From an optimization exercise on the open Yosys and OpenROAD flow, aimed at small area; shortcuts taken in it are not production practice. In this exercise RTL edits were held to simulation tests only and were not proved equivalent to the original. Power figures rest on the tool's default switching activity, not on a simulated workload.

[config.mk]
export PLATFORM = sky130hd
export DESIGN_NAME = irk_core
export DESIGN_NICKNAME = irk_core
export VERILOG_FILES = /design/flow/design.v
export SDC_FILE = /design/flow/constraint.sdc
export NUM_CORES = 4
export LEC_CHECK = 0
export CAP_MARGIN = 20
export CORE_MARGIN = 2
export CORE_UTILIZATION = 40
export SLEW_MARGIN = 20
[constraint.sdc]
create_clock -name core_clock -period 5.0 [get_ports {clk}]
set_input_delay 1.0000 -clock core_clock [delete_from_list [all_inputs] [get_ports {clk}]]
set_output_delay 1.0000 -clock core_clock [all_outputs]
set_load 0.01 [all_outputs]
[design.v]
module irk_core #(
    parameter integer TICK_RATE_HZ     = 1000000,
    parameter integer MARGIN_US        = 100,
    parameter integer T_TRAIN_US       = 1000,
    parameter integer T_SILENCE_US     = 600,
    parameter integer T_SHORT_US       = 600,
    parameter integer T_LONG_US        = 1650,
    parameter integer TICK_BITS        = 16,
    parameter integer RESET_COUNT_BITS = 16,
    parameter integer MARK_LOWER_CHECK = 0,
    parameter integer TX_RX_POLICY_RESET = 1
) (
    input  wire        clk,
    input  wire        rst,           
    input  wire        step_valid,
    input  wire [31:0] step_word,
    input  wire [7:0]  dev_addr,      
    output reg         resp_valid,
    output reg  [2:0]  resp_code,
    output reg  [31:0] rdata,
    output reg         timer_reset,   
    output reg         cmd_valid,     
    output reg  [15:0] cmd,
    output reg         iv_valid,      
    output reg         iv_mark,
    output reg  [15:0] iv_dur,        
    output wire        cap_polarity,  
    output wire        cap_enabled
);
    localparam [2:0] RESP_OK          = 3'd0;
    localparam [2:0] RESP_NOT_ENABLED = 3'd1;
    localparam [2:0] RESP_ILLEGAL_OP  = 3'd2;
    localparam [2:0] RESP_RESERVED    = 3'd3;
    localparam [2:0] RESP_TOO_WIDE    = 3'd4;
    localparam [2:0] RESP_BAD_VIEW    = 3'd5;
    localparam [1:0] ST_RESET    = 2'd0;
    localparam [1:0] ST_TRAINING = 2'd1;
    localparam [1:0] ST_BITS     = 2'd2;
    localparam [1:0] ST_COMMAND  = 2'd3;
    localparam [7:0] BROADCAST = 8'hFF;
    function automatic [63:0] to_ticks(input [63:0] us);
        to_ticks = (us * TICK_RATE_HZ) / 64'd1000000;
    endfunction
    localparam [63:0] TRAIN_LO   = to_ticks(T_TRAIN_US   - MARGIN_US);
    localparam [63:0] TRAIN_HI   = to_ticks(T_TRAIN_US   + MARGIN_US);
    localparam [63:0] SILENCE_LO = to_ticks(T_SILENCE_US - MARGIN_US);
    localparam [63:0] SILENCE_HI = to_ticks(T_SILENCE_US + MARGIN_US);
    localparam [63:0] SHORT_LO   = to_ticks(T_SHORT_US   - MARGIN_US);
    localparam [63:0] SHORT_HI   = to_ticks(T_SHORT_US   + MARGIN_US);
    localparam [63:0] LONG_LO    = to_ticks(T_LONG_US    - MARGIN_US);
    localparam [63:0] LONG_HI    = to_ticks(T_LONG_US    + MARGIN_US);
    reg [1:0]                  rx_state;
    reg [7:0]                  frame [0:5];
    reg [7:0]                  cur_byte;
    reg [2:0]                  bit_count;
    reg [2:0]                  byte_count;
    reg [RESET_COUNT_BITS-1:0] reset_count;
    reg                        mb_pending;
    reg [TICK_BITS-1:0]        mb_elapsed;
    reg                        mb_dir;
    reg                        cap_pol;
    reg                        cap_en;
    reg                        tx_active;
    reg [6:0]                  tx_index;
    reg [7:0]                  tx_frame [0:5];
    assign cap_polarity = cap_pol;
    assign cap_enabled  = cap_en;
    wire [3:0]  op       = step_word[31:28];
    wire        w_dir    = step_word[24];
    wire [23:0] w_elapsed = step_word[23:0];
    wire [7:0]  w_addr   = step_word[23:16];
    wire [15:0] w_cmd    = step_word[15:0];
    wire [2:0]  w_view   = step_word[2:0];
    wire is_edge     = (op == 4'h1);
    wire is_poll     = (op == 4'h2);
    wire is_complete = (op == 4'h3);
    wire is_txreq    = (op == 4'h4);
    wire is_txstep   = (op == 4'h5);
    wire is_read     = (op == 4'h6);
    wire is_reset    = (op == 4'hF);
    wire elapsed_too_wide = (w_elapsed >= (24'd1 << TICK_BITS)) && (TICK_BITS < 24);
    reg [2:0] decode_code;
    always @(*) begin
        decode_code = RESP_OK;
        if (is_edge) begin
            if (step_word[27:25] != 3'd0)      decode_code = RESP_RESERVED;
            else if (elapsed_too_wide)         decode_code = RESP_TOO_WIDE;
        end else if (is_poll || is_complete || is_txstep || is_reset) begin
            if (step_word[27:0] != 28'd0)      decode_code = RESP_RESERVED;
        end else if (is_txreq) begin
            if (step_word[27:24] != 4'd0)      decode_code = RESP_RESERVED;
        end else if (is_read) begin
            if (step_word[27:3] != 25'd0)      decode_code = RESP_RESERVED;
            else if (w_view == 3'd7)           decode_code = RESP_BAD_VIEW;
        end else begin
            decode_code = RESP_ILLEGAL_OP;
        end
    end
    wire legal = (decode_code == RESP_OK);
    wire fg_idle      = !tx_active && (rx_state != ST_COMMAND);
    wire poll_en      = fg_idle;
    wire txreq_en     = fg_idle;
    wire complete_en  = !tx_active && (rx_state == ST_COMMAND);
    wire txstep_en    = tx_active;
    wire enabled = is_edge || is_read || is_reset ||
                   (is_poll && poll_en) || (is_txreq && txreq_en) ||
                   (is_complete && complete_en) || (is_txstep && txstep_en);
    wire go = step_valid && legal && enabled;
    wire [63:0] e = {{(64-TICK_BITS){1'b0}}, mb_elapsed};
    wire in_train   = (e >= TRAIN_LO)   && (e <= TRAIN_HI);
    wire in_silence = (e >= SILENCE_LO) && (e <= SILENCE_HI);
    wire in_short   = (e >= SHORT_LO)   && (e <= SHORT_HI);
    wire in_long    = (e >= LONG_LO)    && (e <= LONG_HI);
    wire mark_ok    = (e <= SHORT_HI) && (!MARK_LOWER_CHECK || (e >= SHORT_LO));
    wire frame_valid = ((frame[0] == dev_addr) || (frame[0] == BROADCAST)) &&
                       ((frame[0] ^ frame[1]) == 8'hFF) &&
                       ((frame[2] ^ frame[3]) == 8'hFF) &&
                       ((frame[4] ^ frame[5]) == 8'hFF);
    wire [6:0] tx_bit_k   = (tx_index - 7'd2) >> 1;
    wire [7:0] tx_cur_byte = tx_frame[tx_bit_k[5:3]];
    wire       tx_bit     = tx_cur_byte[3'd7 - tx_bit_k[2:0]];
    reg        pulse_mark;
    reg [15:0] pulse_dur;
    always @(*) begin
        if (tx_index == 7'd0) begin
            pulse_mark = 1'b1; pulse_dur = T_TRAIN_US;
        end else if (tx_index == 7'd1) begin
            pulse_mark = 1'b0; pulse_dur = T_SILENCE_US;
        end else if (tx_index == 7'd98) begin
            pulse_mark = 1'b1; pulse_dur = T_SHORT_US;
        end else if (!tx_index[0]) begin
            pulse_mark = 1'b1; pulse_dur = T_SHORT_US;
        end else begin
            pulse_mark = 1'b0; pulse_dur = tx_bit ? T_LONG_US : T_SHORT_US;
        end
    end
    reg [31:0] view_data;
    always @(*) begin
        case (w_view)
            3'd0: view_data = {12'd0, tx_index, tx_active, cap_en, cap_pol, mb_dir,
                               mb_pending, byte_count, bit_count, rx_state};
            3'd1: view_data = {16'd0, {(16-RESET_COUNT_BITS){1'b0}}, reset_count};
            3'd2: view_data = {8'd0, {(24-TICK_BITS){1'b0}}, mb_elapsed};
            3'd3: view_data = {frame[0], frame[1], frame[2], frame[3]};
            3'd4: view_data = {frame[4], frame[5], cur_byte, 8'd0};
            3'd5: view_data = {tx_frame[0], tx_frame[1], tx_frame[2], tx_frame[3]};
            3'd6: view_data = {tx_frame[4], tx_frame[5], 16'd0};
            default: view_data = 32'd0;
        endcase
    end
    integer i;
    task automatic clear_rx;
        begin
            for (i = 0; i < 6; i = i + 1) frame[i] <= 8'd0;
            cur_byte   <= 8'd0;
            bit_count  <= 3'd0;
            byte_count <= 3'd0;
        end
    endtask
    task automatic anomaly;
        begin
            rx_state <= ST_RESET;
            clear_rx;
            if (reset_count != {RESET_COUNT_BITS{1'b1}})
                reset_count <= reset_count + 1'b1;
        end
    endtask
    task automatic append_bit(input b);
        reg [7:0] nb;
        begin
            nb = {cur_byte[6:0], b};
            if (bit_count == 3'd7) begin
                frame[byte_count] <= nb;
                byte_count <= byte_count + 3'd1;
                bit_count  <= 3'd0;
                cur_byte   <= 8'd0;
                if (byte_count == 3'd5) rx_state <= ST_COMMAND;
            end else begin
                cur_byte  <= nb;
                bit_count <= bit_count + 3'd1;
            end
        end
    endtask
    task automatic reset_all;
        begin
            rx_state    <= ST_RESET;
            clear_rx;
            reset_count <= {RESET_COUNT_BITS{1'b0}};
            mb_pending  <= 1'b0;
            mb_elapsed  <= {TICK_BITS{1'b0}};
            mb_dir      <= 1'b0;
            cap_pol     <= 1'b0;
            cap_en      <= 1'b1;
            tx_active   <= 1'b0;
            tx_index    <= 7'd0;
            for (i = 0; i < 6; i = i + 1) tx_frame[i] <= 8'd0;
        end
    endtask
    always @(posedge clk) begin
        resp_valid  <= 1'b0;
        timer_reset <= 1'b0;
        cmd_valid   <= 1'b0;
        iv_valid    <= 1'b0;
        if (rst) begin
            reset_all;
            resp_code <= RESP_OK;
            rdata     <= 32'd0;
            cmd       <= 16'd0;
            iv_mark   <= 1'b0;
            iv_dur    <= 16'd0;
        end else if (step_valid) begin
            resp_valid <= 1'b1;
            rdata      <= 32'd0;
            if (!legal)
                resp_code <= decode_code;
            else if (!enabled)
                resp_code <= RESP_NOT_ENABLED;
            else
                resp_code <= RESP_OK;
            if (go) begin
                if (is_edge) begin
                    if (cap_en && (w_dir == cap_pol)) begin
                        mb_elapsed  <= w_elapsed[TICK_BITS-1:0];
                        mb_dir      <= w_dir;
                        mb_pending  <= 1'b1;
                        cap_pol     <= ~cap_pol;
                        timer_reset <= 1'b1;
                    end
                end else if (is_poll) begin
                    if (mb_pending) begin
                        mb_pending <= 1'b0;
                        case (rx_state)
                            ST_RESET: begin
                                if (mb_dir && in_train) rx_state <= ST_TRAINING;
                                else anomaly;
                            end
                            ST_TRAINING: begin
                                if (!mb_dir && in_silence) rx_state <= ST_BITS;
                                else anomaly;
                            end
                            ST_BITS: begin
                                if (mb_dir) begin
                                    if (!mark_ok) anomaly;
                                end else begin
                                    if (in_long)       append_bit(1'b1);
                                    else if (in_short) append_bit(1'b0);
                                    else               anomaly;
                                end
                            end
                            default: ;
                        endcase
                    end
                end else if (is_complete) begin
                    if (frame_valid) begin
                        cmd_valid   <= 1'b1;
                        cmd         <= {frame[2], frame[4]};
                        reset_count <= {RESET_COUNT_BITS{1'b0}};
                    end
                    clear_rx;
                    rx_state    <= ST_RESET;
                    mb_pending  <= 1'b0;
                    cap_pol     <= 1'b0;
                    timer_reset <= 1'b1;
                end else if (is_txreq) begin
                    tx_frame[0] <= w_addr;
                    tx_frame[1] <= ~w_addr;
                    tx_frame[2] <= w_cmd[15:8];
                    tx_frame[3] <= ~w_cmd[15:8];
                    tx_frame[4] <= w_cmd[7:0];
                    tx_frame[5] <= ~w_cmd[7:0];
                    tx_active   <= 1'b1;
                    tx_index    <= 7'd0;
                    cap_en      <= 1'b0;
                    if (TX_RX_POLICY_RESET != 0) begin
                        rx_state <= ST_RESET;
                        clear_rx;
                    end
                end else if (is_txstep) begin
                    if (tx_index <= 7'd98) begin
                        iv_valid <= 1'b1;
                        iv_mark  <= pulse_mark;
                        iv_dur   <= pulse_dur;
                        tx_index <= tx_index + 7'd1;
                    end else begin
                        cap_en      <= 1'b1;
                        mb_pending  <= 1'b0;
                        cap_pol     <= 1'b0;
                        timer_reset <= 1'b1;
                        tx_active   <= 1'b0;
                        tx_index    <= 7'd0;
                    end
                end else if (is_read) begin
                    rdata <= view_data;
                end else if (is_reset) begin
                    reset_all;
                    timer_reset <= 1'b1;
                end
            end
        end
    end
endmodule
[run.sh]
#!/bin/bash
# synth_recipe.tcl (not shown) runs the flow's synth.tcl, then flattens the netlist and writes it again
# the make line also repeats each setting of config.mk as NAME=value (left out here)
make -C /OpenROAD-flow-scripts/flow DESIGN_CONFIG=/design/flow/config.mk WORK_HOME=/design/flow/orfs CLKGATE_MAP_FILE= SYNTH_SCRIPT=/design/flow/synth_recipe.tcl finish
==> results by group <==
Clock tree
  • Htree depth: 1
  • CTS Buf Count: 26
  • Clock-pin slew on the worst setup and hold paths: 0.06 ns
  • Maximum clock path buffer count: 3
  • Sinks on the clock net: 218
  • Clock latency at the later pin of the worst-skew pair: 0.54 ns
  • Post-CTS setup buffer count: 0
  • CTS Root Cell: clkbuf_16
  • Post-cts sizing count: 0
  • # hold bufs at CTS: 0
  • CTS tree: done

Route
  • Wire per inst: 22.5 um
  • Vias per inst: 6.04
  • WL final: 41400 um
  • DRT Pass-1 Iters: 6
  • Starting DRT DRC Count: 1527
  • Via count: 11.1k
  • Final ANT Viol Nets: 0
  • Residual DRC: 0

Finish
  • Final instance area: 0.0141 mm2
  • Layout cells sized above 1: 9.28%
  • Synth-to-Final Area Change: 19.4%
  • # fillers: 2757
  • Fin cells: 1839
  • Nets: 1495
  • Ant diodes: 0

Pwr
  • PD cells: 281 mW/mm2
  • Pwr Total: 0.00396 W
  • Leak: 4.73 nW
  • Maximum VDD drop: 250 uV

STA
  • Final Setup Violations: 0
  • Final hold vios: 0
  • Pins Over Slew Limit: 0
  • Final period utilization: 81.4%
  • Relative slew slack: 43.5%
  • RSZ-0062 raised after global routing: false
  • Worst-margin pin slew: 0.847 ns
  • Clk_skew: 0.0127 ns
  • Min cycle time layout: 4.07 ns
  • Fmax: 246 MHz
  • Final setup TNS: 0 ns

Placement
  • Placed Instance Area: 0.0133 mm2
  • PortBufs: 109
  • Routability cong.: 0.951
  • Dpl hpwl: 30700 um
  • Dpl cells: 1793

Outcome
  • Outcome: timing/DRC/antenna clean

Global routing
  • Total track usage: 26.4%
  • Initial antenna violation count: 0
  • Vias in the first global route: 10.2k
  • Global-route wire length before repair: 62500 um
  • Overflow after GRT: 0
  • Largest net degree at the start of global routing: 73

Critical path
  • Critical path class: input port to register
  • Required time worst endpoint: 5.46 ns
  • Crit-path max FO: 15
  • Crit path DAT: 4.53 ns
  • Worst Setup End Kind: register
  • R2R depth: 8
  • Crit path launch type: input port

Yosys
  • YS warnings: 2
  • Synth area leaders: dfxtp_1 29%, edfxtp_1 12%, a21oi_1 5.6%
  • Number of synthesized flops with an enable pin: 48
  • Top FF cell, synth: dfxtp_1
  • Top cell type's share of synthesized area: 28.8%
  • Synth cell count leaders: 170 x dfxtp_1, 132 x a21oi_1, 109 x nor2_1
  • Distinct cells, synth: 78
  • Synthesized instance count: 1369
  • Synthesized cell area: 0.0118 mm2
  • Synth area leader: dfxtp_1
  • Synthesized area per cell: 8.63 um2
  • Most common cell in the netlist: dfxtp_1
  • FF+latch count, synth: 218
  • Seq/Total Area, Yosys: 41.0%
  • Synth async-reset ratio: 0%

Hold path
  • Hold WC Path Type: register to register
  • Hold path depth: 2

Die
  • IO Pins: 117
  • DIE AREA: 0.0309 mm2
  • Die Width: 176 um
  • Die Y: 176 um
  • Row cnt: 62
  • Core Area: 0.0289 mm2
  • Initial core utilization: 40.8%

Run
  • Max-Cap Viols: 0
## state kept, by name, indices dropped and copies added, names as in the netlist, 7 cells and up
name,flops
cmd,16
cur_byte,8
frame,48
mb_elapsed,16
rdata,32
reset_count,16
tx_frame,48
tx_index,7
## cells by family after synthesis
| family | share of synthesized area, % |
|---|---|
| AO/OA/AOI/OAI | 19.4 |
| XOR/XNOR | 2.82 |
| buffers and inverters | 4.80 |
| AND/OR/NAND/NOR | 23.3 |
| other | 0.0317 |
| flip-flops | 41.0 |
| multiplexers | 7.09 |
| adder cells (fa/ha/maj) | 1.59 |
## power by group
group | total (W) | switching [W] | internal, W
Combinational | 0.000248 | 0.000149 | 0.0000992
Sequential | 0.00186 | 0.0000397 | 0.00182
Clock | 0.00185 | 0.000757 | 0.00110
Total | 0.00396 | 0.000946 | 0.00302
## layer usage
layer  track usage (%)  wire, um
met1              40.0     18900
met2              39.0     17300
met3              2.73      3720
met4              8.75      1460
met5                 0         0
## final cells by class
| class | instances | area [um2] | area share, % |
|---|---|---|---|
| Tap cell | 384 | 480 | 3.40 |
| Sequential cell | 218 | 4840 | 34.3 |
| Timing Repair Buffer | 150 | 1400 | 9.91 |
| Clock inverter | 11 | 95.1 | 0.674 |
| Multi-Input combinational cell | 1018 | 6460 | 45.8 |
| Inverter | 23 | 86.3 | 0.612 |
| Clock buffer | 35 | 746 | 5.28 |
## critical path, stage by stage
cell             delay [ns]
clkdlybuf4s50_1        0.72
or4b_1                 0.57
o21ai_1                0.14
and2_1                 0.16
o21ai_0                0.11
or2_1                  0.33
or4_1                  0.78
buf_4                  0.26
or3_1                  0.30
a21oi_1                0.14
## worst paths after layout
path	start	endpoint	slack, ns
worst max-delay path	step_word[30]	reset_count[0]	0.93
worst min-delay path	rdata[23]	rdata[23]	0.45
worst min register to register	rdata[23]	rdata[23]	0.45
worst max register to register	mb_elapsed[12]	frame[3][0]	1.24
## per-stage QoR
stage / worst slack, ns / hold WS (ns) / util, %
final: 0.932 / 0.455 / 48.8
after global routing: 0.751 / 0.483 / 48.8
after CTS: 0.961 / 0.459 / 48.8
after detailed placement: 0.424 / 0.445 / 45.9
after global placement: 0.433 / 0.438 / 45.9
after floorplan: 1.01 / 0.431 / -
## cell usage in the layout (no fill, tap or decap), types with 8 or more instances in the layout
cell             netlist  layout
a21oi_1              132     132
nand3_1               72      72
and2_1                52      52
nand4b_1              12      12
or3_1                 12      12
a31oi_1                9       9
a211o_1                8       8
o21ai_0               51      51
a22oi_1               35      35
o22ai_1               19      19
clkbuf_16              0      27
o21a_1                 9       9
dfxtp_1              170     170
nor3_1                46      44
nand2_1              102     102
xor2_1                10      10
nand4_1               15      15
nor2b_1               16      15
xnor2_1               28      28
and3_1                14      14
a211oi_1              12      12
ha_1                  15      15
mux2i_1               50      50
or4_1                 13      12
mux2_2                22      22
a22o_1                33      33
edfxtp_1              48      48
buf_4                 10      41
inv_1                 22      22
clkdlybuf4s50_1        0     106
nor4_1                17      15
nand2b_1               9       9
nor2_1               109     107

afterwards: timing with drivers on the ports:
How much do the figures lean on ideal ports? The routed layout below was timed once more, with nothing changed but the port constraints.
Step 1, drivers: a clkbuf_16 drives clk and a buf_2 each remaining input, both assumed.
Step 2 moves the port delays by t, midway between the first and last clock arrival at a register: inputs arrive t later, outputs are due t later. That takes back most of the time a late clock gives input paths.
Three values: ideal, step 1, step 2; two values: the first two.
shift t [ns]: 0.580
setup WS [ns]: 0.932 / 0.955 / 0.375
worst slew at a driven data input, ns: 0.04
After both steps this run still meets setup and hold. The setup slack of this run moves by +0.023 ns with the drivers and by -0.557 ns with both steps.
